This is an optimization exercise on Yosys and OpenROAD, whose aim is small area, not a production implementation.
The RTL was checked by simulation tests, not by an equivalence proof against the original design.
Power is estimated from default activity; no workload was simulated. The clock port is modelled as an ideal driver; clocking choices that lean on that would not hold on a real chip.

==> design/flow/design.v <==
module amc_crc16 (
    input  wire [15:0] c,
    input  wire        d,
    output wire [15:0] n
);
    assign n = {c[14:0], 1'b0} ^ ((c[15] ^ d) ? 16'h1021 : 16'h0000);
endmodule
module amc131m0x_spi (
    input  wire        clk,
    input  wire        rst_n,         
    input  wire        cs_n,
    input  wire        sclk,
    input  wire        mosi,
    output wire        miso,
    input  wire        rst_line_n,    
    output reg         timer_arm,     
    input  wire        timer_done,    
    input  wire [23:0] ch0_code,
    input  wire [23:0] ch1_code,
    input  wire [23:0] ch2_code
);
    reg         sclk_q, rstl_q;
    reg         sel;             
    reg  [6:0]  k;               
    reg  [15:0] cmd;             
    reg  [15:0] x;               
    reg  [15:0] rxcrc, txcrc;
    reg  [71:0] cr;              
    reg  [1:0]  ph;              
    reg         obit;            
    reg  [15:0] resp;
    reg         resp_set;
    reg         st6;             
    reg         ctrl0;           
    reg         timer_pending;
    reg  [991:0] ring;           
    reg  [5:0]   pos;            
    reg          wr_pend;
    reg          clr_req, clearing;
    wire act      = ~(k[6] & k[5] & k[4] & k[3]);    
    wire rise     = sclk & ~sclk_q;
    wire go       = rise & sel & act;
    wire last     = go & (k == 7'd119);
    wire bank_rst = ~rst_line_n & rstl_q;
    wire bank_clr = ~rst_n | bank_rst;
    wire [6:0]  addr     = cmd[12:6];
    wire        is_null  = (cmd == 16'h0000);
    wire        is_read  = (cmd[15:13] == 3'b101);
    wire        is_write = (cmd[15:13] == 3'b011);
    wire        crc_ok   = (rxcrc == 16'h0000);
    wire        accept   = last & crc_ok;
    wire        cs_fall  = ~sel & ~cs_n;
    wire        build    = cs_fall | accept;
    wire        wr_ok    = accept & is_write & (addr[5:1] != 5'd0) & ~addr[6];
    wire        wr_ctrl  = accept & is_write & (addr == 7'h31);
    wire        arm_now  = wr_ctrl & ~ctrl0 & x[0] & ~timer_pending;
    wire [15:0] reg1 = {9'b0, st6, 6'b0};
    reg  [15:0] rd_val, r;
    always @* begin
        if (addr[6])
            rd_val = 16'h0000;
        else if (addr[5:0] == 6'd0)
            rd_val = 16'h0003;
        else if (addr[5:0] == 6'd1)
            rd_val = reg1;
        else
            rd_val = x;
        if (is_null)
            r = reg1;
        else if (is_read)
            r = rd_val;
        else if (is_write)
            r = {3'b001, cmd[12:0]};
        else
            r = 16'h0000;
    end
    wire [15:0]  hdr   = resp_set ? resp : reg1;
    wire [127:0] fr    = {hdr, 8'h00, {72{obit}}, {32{txcrc[15]}}};
    wire [6:0]   kn    = ~k;
    wire         txbit = fr[kn];
    assign miso = txbit;
    wire [15:0] rxcrc_n, txcrc_n;
    amc_crc16 u_rx_crc (.c(rxcrc), .d(mosi),  .n(rxcrc_n));
    amc_crc16 u_tx_crc (.c(txcrc), .d(txbit), .n(txcrc_n));
    wire [15:0] tap   = ring[991:976];
    wire        hit   = (pos == (wr_pend ? resp[11:6] : cmd[11:6]));
    wire        wnow  = wr_pend & hit;
    wire        pf    = cmd[15] & (k >= 7'd40) & hit;
    wire        s_x   = wnow & ~clearing;
    wire        s_t   = ~wnow & ~clearing;
    wire [15:0] tin   = ({16{s_x}} & x) | ({16{s_t}} & tap);
    wire        pos_m = (pos[4:0] == 5'd0);
    always @(posedge clk) begin
        ring <= {ring[975:0], tin};
        pos  <= pos_m ? 6'd2 : {pos[4:0], pos[5] ^ pos[4]};
        if (bank_clr)
            clr_req <= 1'b1;
        else if (pos_m)
            clr_req <= 1'b0;
        if (pos_m)
            clearing <= clr_req;
        if (bank_clr)
            wr_pend <= 1'b0;
        else if (wr_ok)
            wr_pend <= 1'b1;
        else if (wnow)
            wr_pend <= 1'b0;
    end
    wire [71:0] chv = {ch0_code, ch1_code, ch2_code};
    wire        ld  = sel & (k == 7'd0) & ~rise;
    wire [31:0] ctap;
    genvar c;
    generate
        for (c = 0; c < 18; c = c + 1) begin : g_cr
            wire [3:0] src = chv[71 - 4*c -: 4];    
            always @(posedge clk)
                cr[4*c +: 4] <= {cr[4*c +: 3], ld ? src[3 - ph] : cr[4*c + 3]};
            assign ctap[c + 6] = cr[4*c + 3];
        end
    endgenerate
    assign ctap[5:0]   = 6'd0;
    assign ctap[31:24] = 8'd0;
    always @(posedge clk) begin
        ph <= ph + 2'd1;
        if (ph == k[1:0])
            obit <= ctap[k[6:2]];
    end
    always @(posedge clk) begin
        sclk_q    <= sclk;
        rstl_q    <= rst_line_n;
        sel       <= ~cs_n;
        timer_arm <= arm_now;
        if (build)
            k <= 7'd0;
        else if (go)
            k <= k + 7'd1;
        if (go && k < 7'd16)
            cmd <= {cmd[14:0], mosi};
        if (go && k >= 7'd24 && k < 7'd40)
            x <= {x[14:0], mosi};
        else if (pf)
            x <= tap;
        if (build)
            rxcrc <= 16'hFFFF;
        else if (go && k < 7'd112)
            rxcrc <= rxcrc_n;
        if (build)
            txcrc <= 16'hFFFF;
        else if (go)
            txcrc <= txcrc_n;
        if (accept)
            resp <= r;
        if (!rst_n)
            resp_set <= 1'b0;
        else if (accept)
            resp_set <= 1'b1;
        if (bank_clr)
            st6 <= 1'b1;
        else if (timer_done && timer_pending)
            st6 <= 1'b0;
        if (bank_clr)
            ctrl0 <= 1'b0;
        else if (wr_ctrl)
            ctrl0 <= x[0];
        if (!rst_n)
            timer_pending <= 1'b0;
        else if (arm_now)
            timer_pending <= 1'b1;
        else if (timer_done)
            timer_pending <= 1'b0;
    end
endmodule
==> design/flow/flow/run.sh <==
#!/bin/bash
# Own layout flow: the standard flow (standard.sh, unchanged synthesis and steps)
# with two settings passed to ORFS through the environment:
#  - clock tree synthesis without dummy loads, with larger sink clusters;
#  - port buffers of the smallest buffer cell.
# make's output goes to make.log; ORFS writes each step's log under orfs/logs/.
set -euo pipefail
export CTS_ARGS="-sink_clustering_enable -repair_clock_nets -dont_use_dummy_load -sink_clustering_size 34 -sink_clustering_max_diameter 150"
export BUFFER_PORTS_ARGS="-buffer_cell sky130_fd_sc_hd__buf_1"
bash ./standard.sh > make.log 2>&1
==> design/flow/standard.sh <==
#!/bin/bash
# synth_recipe.tcl (not shown) runs the flow's synth.tcl, then flattens the netlist and writes it again
# the make line also repeats each setting of config.mk as NAME=value (left out here)
make -C /OpenROAD-flow-scripts/flow DESIGN_CONFIG=/design/flow/config.mk WORK_HOME=/design/flow/orfs CLKGATE_MAP_FILE= SYNTH_SCRIPT=/design/flow/synth_recipe.tcl "${@:-finish}"
==> design/flow/config.mk <==
export PLATFORM = sky130hd
export DESIGN_NAME = amc131m0x_spi
export DESIGN_NICKNAME = amc131m0x_spi
export VERILOG_FILES = /design/flow/design.v
export SDC_FILE = /design/flow/constraint.sdc
export NUM_CORES = 4
export LEC_CHECK = 0
export CAP_MARGIN = 20
export CORE_MARGIN = 2
export CORE_UTILIZATION = 60
export PLACE_DENSITY = 0.85
export SLEW_MARGIN = 20
==> design/flow/constraint.sdc <==
create_clock -name core_clock -period 12.0 [get_ports {clk}]
set_input_delay 2.4000 -clock core_clock [delete_from_list [all_inputs] [get_ports {clk}]]
set_output_delay 2.4000 -clock core_clock [all_outputs]
set_load 0.01 [all_outputs]
==> flow_summary.json, run 1 <==
{
  "syn_nets": 1637,
  "area.sequential_sq_um": 23900,
  "first_iter_violations": 591,
  "antenna_cells": 0,
  "post_cts_buffers": 0,
  "ys_seq_area_frac": 0.894,
  "clockBufferDepth": 3,
  "dr.pass1.iters": 5,
  "via_count": 10400,
  "port_buffers": 80,
  "swShare": 0.191,
  "synthTopCellsByArea": "dfxtp_1 84%, edfxtp_1 5.6%, mux4_2 2.1%, mux2_2 1.5%, nand2_1 1.1%",
  "htree_levels": 2,
  "r2r_end": "txcrc[5]",
  "synthesis.area_sq_um": 26800,
  "min_from": "ring[491]",
  "grt.total_usage": 0.155,
  "tritoncts": "done",
  "worstPathRequired_ns": 9.60,
  "grt_pass1_wl_um": 57400,
  "ir_drop_v": 0.000186,
  "pwr-share-seq": 0.701,
  "rrSetupSlack_ns": 8.94,
  "grt_pass1_vias": 10800,
  "die_w_um": 215,
  "antenna_found_initial": 1,
  "synth_largest_area_cell": "dfxtp_1",
  "crit_slowest_cell": "dfxtp_1",
  "p_per_area_nw_per_um2": 201,
  "die_height_um": 215,
  "multi_input_area_sq_um": 2660,
  "path_class": "flop to output pin",
  "rsz0062_at_grt": "false",
  "ys.flop_type": "dfxtp_1",
  "slew_viol_final": 0,
  "p_clk_frac": 0.283,
  "use_met2": 0.257,
  "area_growth_pct": 7.30,
  "syn_avg_cell_area_sq_um": 17.2,
  "drv_cap": 0,
  "clock_latency_ns": 0.59,
  "gp_congestion": 0.814,
  "start_util": 0.607,
  "final.min_clock_period_ns": 4.96,
  "fill_cells": 2954,
  "p_sw_w": 0.00110,
  "worst_pin_slew_ns": 1.03,
  "pwr-share-comb": 0.015,
  "grt_overflow": 0,
  "ctsResizeCount": 0,
  "yosysWarnings": 1,
  "finalWorstSetupSlack_ns": 7.04,
  "ios": 81,
  "dp_slack_ns": 7.16,
  "top_usage_layer": "met2",
  "grt_max_degree": 35,
  "vias_per_cell": 4.64,
  "place_hpwl_um": 20600,
  "setup.worst_path.end_class": "output pin",
  "yosysTopAreaCellShare": 0.838,
  "wirelength_um": 35700,
  "fmax_mhz": 202,
  "mostFrequentLayoutCells": "1,121 x dfxtp_1, 80 x buf_1, 77 x nand2_1",
  "synth-seq-cells": 1171,
  "fin_util": 0.651,
  "async_flop_share": 0,
  "num_rows": 77,
  "cts.sinks": 1171,
  "setup_viol": 0,
  "antenna_left": 0,
  "synthCells": 1556,
  "hold_end": "ring[507]",
  "cts_inserted_buffers": 40,
  "whs_path_depth": 0,
  "clockRootBuffer": "clkbuf_16",
  "fp.coreArea_sq_um": 44100,
  "worst-r2r-cell-count": 9,
  "crit_fanout": 11,
  "synth_cell_type_count": 49,
  "path_cells": "mux4_2, o2111ai_1, nand2_1, o21ai_0, nand2_1, buf_1",
  "drive_gt1_frac": 0.0710,
  "power.leakage_nw": 11.2,
  "postCtsHoldBufs": 0,
  "p_int_w": 0.00466,
  "slowest_delay_ns": 0.63,
  "drc_errors": 0,
  "finalCritPeriodShare": 0.413,
  "timing.rr.start": "k[5]",
  "finClkSkew_ns": 0.0453,
  "slew_headroom": 0.314,
  "synth_edf_count": 50,
  "hold_path_class": "flop to flop",
  "status": "complete, no violations",
  "fin_nets": 1730,
  "cts.clk_slew.worst_paths_ns": 0.12,
  "arrival_ns": 2.56,
  "hold_viol": 0,
  "use_met3": 0.0256,
  "setup_tns_ns": 0,
  "grtUsageMet1": 0.218,
  "wl_per_cell_um": 15.9,
  "dieArea_sq_um": 46300,
  "finalPower_w": 0.00576,
  "final_common_cell": "dfxtp_1",
  "startpoint_type": "flop",
  "cpMostUsedCell": "nand2_1"
}
cell usage after synthesis (4+ instances only):
| master | instances |
|---|---|
| o21ai_0 | 10 |
| nand3_1 | 35 |
| a22o_1 | 26 |
| edfxtp_1 | 50 |
| nand2_1 | 77 |
| clkbuf_1 | 28 |
| mux4_2 | 25 |
| mux2i_1 | 13 |
| a21oi_1 | 5 |
| inv_1 | 9 |
| xnor2_1 | 9 |
| nor2b_1 | 4 |
| nor3_1 | 5 |
| nor4_1 | 9 |
| dfxtp_1 | 1121 |
| mux2_2 | 35 |
| nor2_1 | 30 |
| xor2_1 | 9 |
| a21o_1 | 4 |
area by class of cell:
type,instances,share of cell area
sequential,1171,0.833
inverter,9,0.00118
multi-input combinational,340,0.0927
tap,592,0.0258
clock buffer,40,0.0348
timing repair buffer,87,0.0123
worst max-delay path by stage:
stage	startpoint	endpoint	slack [ns]	cells past startpoint
after floorplan	sclk	cmd[0]	7.41	2
after global placement	sclk	txcrc[5]	7.25	10
after detailed placement	sclk	txcrc[5]	7.16	10
after CTS	k[2]	miso	7.00	6
after global routing	k[0]	miso	6.83	6
final	k[0]	miso	7.04	6
worst max-delay path: cells and delay by family (launching register included):
kind / cells / cell delay (ns)
buf+inv: 1 / 0.14
mux: 1 / 0.57
compound gates: 2 / 0.42
simple gates: 2 / 0.23
flops: 1 / 0.63
flip-flops by register name (all words and copies together), names as in the netlist, 2 cells and up:
signal,count
ring,992
cr,72
cmd,16
resp,16
rxcrc,16
txcrc,16
x,16
k,7
pos,6
ph,2
through the flow:
| stage | instances | instance area, sq um | hold WS [ns] |
|---|---|---|---|
| final | 2239 | 28700 | 0.289 |
| after global routing | 2239 | 28700 | 0.288 |
| after detailed placement | 2199 | 27700 | 0.312 |
| after CTS | 2239 | 28700 | 0.287 |
| after floorplan | 1556 | 26800 | 0.310 |
| after global placement | 2199 | 27700 | 0.310 |
power groups by stage:
stage,clock [W],combinational [W],sequential (W)
finish,0.00163,0.0000888,0.00404
global route,0.00179,0.0000980,0.00405
CTS,0.00167,0.0000902,0.00404
detailed placement,0,0.0000892,0.00413
global placement,0,0.0000843,0.00413
floorplan,0,0.0000708,0.00411
per-layer routing:
metal	share of wire	vias to the layer above
li1	-	5210
met1	0.48	4981
met2	0.47	149
met3	0.033	38
met4	0.013	0
met5	0	-
cells by family (layout without fill, tap and decap cells):
family | after synthesis | count (layout) | synth area share
buf+inv | 45 | 136 | 0.00701
mux | 73 | 73 | 0.0406
fa+ha+maj | 2 | 2 | 0.000934
xor+xnor | 18 | 18 | 0.00589
compound gates | 63 | 63 | 0.0186
simple gates | 184 | 184 | 0.0328
flops | 1171 | 1171 | 0.894
==> run 2, diff against run 1 <==
==> design/flow/run.sh (new file) <==
#!/bin/bash
# synth_recipe.tcl (not shown) runs the flow's synth.tcl, then flattens the netlist and writes it again
# the make line also repeats each setting of config.mk as NAME=value (left out here)
make -C /OpenROAD-flow-scripts/flow DESIGN_CONFIG=/design/flow/config.mk WORK_HOME=/design/flow/orfs CLKGATE_MAP_FILE= SYNTH_SCRIPT=/design/flow/synth_recipe.tcl finish
--- a/design/flow/config.mk
+++ b/design/flow/config.mk
@@ -10,2 +10,4 @@
 export CORE_UTILIZATION = 60
+export CTS_CLUSTER_DIAMETER = 150
+export CTS_CLUSTER_SIZE = 30
 export PLACE_DENSITY = 0.85
removed: design/flow/flow/run.sh
removed: design/flow/standard.sh
==> run 2 against run 1 <==
Compared with the run above: worst hold slack improved by 0.013 ns; power rose by 3.0%; final cell count rose by 0.80%; setup slack lost 0.39 ns; non-clock buffer count is 1 higher; area after synthesis unchanged; global-route usage grew 0.90 points; clock power rose by 9.8%; maximum frequency shrank 7.4%; clock skew down 0.016 ns; wire length grew 4.9%; core utilization up 1.7 points.
==> flow_summary.json, run 2 <==
{
  "power.leakage_nw": 11.5,
  "ys_seq_area_frac": 0.894,
  "via_count": 10600,
  "htree_levels": 2,
  "grt_pass1_wl_um": 60200,
  "finClkSkew_ns": 0.0296,
  "slew_headroom": 0.325,
  "antenna_left": 0,
  "clockRootBuffer": "clkbuf_16",
  "synth_cell_type_count": 49,
  "die_w_um": 215,
  "startpoint_type": "flop",
  "worst_pin_slew_ns": 1.01,
  "status": "complete, no violations",
  "ys.flop_type": "dfxtp_1",
  "final.min_clock_period_ns": 5.35,
  "rrSetupSlack_ns": 9.29,
  "grt_pass1_vias": 11100,
  "cts.clk_slew.worst_paths_ns": 0.10,
  "dieArea_sq_um": 46300,
  "post_cts_buffers": 0,
  "final_common_cell": "dfxtp_1",
  "cts_inserted_buffers": 45,
  "ctsResizeCount": 0,
  "start_util": 0.607,
  "fmax_mhz": 187,
  "drive_gt1_frac": 0.0763,
  "die_height_um": 215,
  "ios": 81,
  "stdcell_count": 2257,
  "crit_fanout": 14,
  "slew_viol_final": 0,
  "tritoncts": "done",
  "synthCells": 1556,
  "wl_per_cell_um": 16.6,
  "synth-seq-cells": 1171,
  "largest_register_ffs": 992,
  "multi_input_area_sq_um": 2660,
  "drv_cap": 0,
  "finalCritPeriodShare": 0.446,
  "yosysTopAreaCellShare": 0.838,
  "mostFrequentLayoutCells": "1,121 x dfxtp_1, 80 x clkdlybuf4s50_1, 77 x nand2_1",
  "largestRegisters": "ring (992), cr (72)",
  "place_hpwl_um": 21000,
  "worstSetupStartpoint": "k[2]",
  "endpoint": "miso",
  "synth_largest_area_cell": "dfxtp_1",
  "yosysWarnings": 1,
  "timing.rr.start": "k[1]",
  "r2r_end": "txcrc[5]",
  "syn_avg_cell_area_sq_um": 17.2,
  "wirelength_um": 37400,
  "grt_max_degree": 33,
  "regMostFlops": "ring",
  "fin_nets": 1736,
  "grt.total_usage": 0.164,
  "synthTopCellsByArea": "dfxtp_1 84%, edfxtp_1 5.6%, mux4_2 2.1%, mux2_2 1.5%, nand2_1 1.1%",
  "synthesis.area_sq_um": 26800,
  "num_rows": 77,
  "hold_path_class": "flop to flop",
  "syn_nets": 1637,
  "gp_congestion": 0.783,
  "setup_viol": 0,
  "first_iter_violations": 531,
  "clockBufferDepth": 3,
  "worst-r2r-cell-count": 10,
  "synth_most_common_cell": "dfxtp_1",
  "cts.sinks": 1171,
  "fill_cells": 2864,
  "grt_overflow": 0,
  "async_flop_share": 0,
  "fp.coreArea_sq_um": 44100,
  "path_class": "flop to output pin",
  "area_growth_pct": 10.1,
  "port_buffers": 80,
  "area.sequential_sq_um": 23900,
  "placedCellCount": 2199,
  "drc_errors": 0,
  "synth_edf_count": 50,
  "arrival_ns": 2.95,
  "rsz0062_at_grt": "false",
  "setup_tns_ns": 0,
  "hold_viol": 0,
  "p_per_area_nw_per_um2": 201,
  "vias_per_cell": 4.70,
  "postCtsHoldBufs": 0,
  "antenna_cells": 0,
  "antenna_found_initial": 2,
  "ir_drop_v": 0.000173,
  "setup.worst_path.end_class": "output pin",
  "yosys-top-cells-count": "1,121 x dfxtp_1, 77 x nand2_1, 50 x edfxtp_1",
  "clock_latency_ns": 0.60,
  "worstPathRequired_ns": 9.60,
  "dr.pass1.iters": 5
}
-- run 2: changes by cell type in the layout (fill, tap and decap cells not counted), moves of 2 or more --
cell / previous run / this run
buf_1: 80 / 0
clkbuf_1: 0 / 8
clkbuf_16: 40 / 46
clkdlybuf4s50_1: 0 / 80
clkinv_16: 0 / 2
-- run 2: power breakdown --
part           internal (W)  switching, W  total [W]
registers           0.00400     0.0000411    0.00404
clock network      0.000714       0.00108    0.00179
logic             0.0000675     0.0000377   0.000105
total               0.00478       0.00116    0.00594
-- run 2: per-stage QoR --
| stage | power [W] | setup slack, ns | utilization | cell area [sq um] | hold slack, ns |
|---|---|---|---|---|---|
| finish | 0.00594 | 6.65 | 0.668 | 29500 | 0.302 |
| global route | 0.00612 | 6.36 | 0.668 | 29500 | 0.305 |
| CTS | 0.00598 | 6.59 | 0.668 | 29500 | 0.306 |
| detailed placement | 0.00424 | 7.06 | 0.640 | 28200 | 0.312 |
| global placement | 0.00423 | 7.17 | 0.640 | 28200 | 0.310 |
| floorplan | 0.00418 | 7.41 | - | 26800 | 0.310 |
-- run 2: final cells by class --
cell class                 instances  share of cell area
clock buffer                      54              0.0401
tap                              592              0.0251
timing repair buffer              88              0.0292
inverter                           9             0.00115
multi-input combinational        340              0.0901
sequential                      1171               0.812
clock inverter                     3             0.00233
-- run 2: layer usage --
layer  GRT usage  up-vias  routed length, um
met4      0.0425        2                747
met3      0.0289       54               1520
met1       0.223     5118              17100
met2       0.275      197              18000
li1            -     5235                  -
met5           0        -                 13
-- run 2: cells by family after synthesis --
kind of cell,after synthesis,share of synthesized area
AO/OA/AOI/OAI,63,0.0186
XOR/XNOR,18,0.00589
adder cells (fa/ha/maj),2,0.000934
buffers and inverters,45,0.00701
flip-flops,1171,0.894
multiplexers,73,0.0406
AND/OR/NAND/NOR,184,0.0328
-- run 2: how the worst min path moves through the flow --
stage / slack [ns] / end / depth (start not counted) / start
3_5_place_dp: 0.31 / cr[27] / 0 / cr[26]
6_report: 0.30 / ring[395] / 0 / ring[379]
2_1_floorplan: 0.31 / cr[10] / 0 / cr[9]
4_1_cts: 0.31 / ring[395] / 0 / ring[379]
5_1_grt: 0.31 / ring[395] / 0 / ring[379]
3_3_place_gp: 0.31 / cr[13] / 0 / cr[12]
-- run 2: worst max-delay path: stages, from the launching register on --
cell and delay, ns:
dfxtp_1 0.80, inv_1 0.21, mux2i_1 0.17, nor4bb_2 0.37, o21ai_0 0.12, nand2_1 0.14, clkdlybuf4s50_1 0.55

## port drivers added, routing unchanged
In the flow no input, the clock included, has a driving cell. The finished layouts below were timed again as built, in two steps. Step 1 sets driving cells, clkbuf_16 on the clock port and buf_2 on the other inputs (assumed; they add their load-dependent delay and slew). Step 2 moves the port delays by t, midway between the first and last clock arrival at a register: inputs arrive t later, outputs are due t later. That takes back most of the time a late clock gives input paths. Three values: ideal, step 1, step 2; two values: the first two.
run	t, ns	setup slack, ns	slew at the worst register clock pin (ns)
run 1	0.609	7.044 / 6.992 / 7.120	0.12 / 0.12
run 2	0.635	6.650 / 6.598 / 6.999	0.11 / 0.11
After both steps every run listed still meets setup and hold.
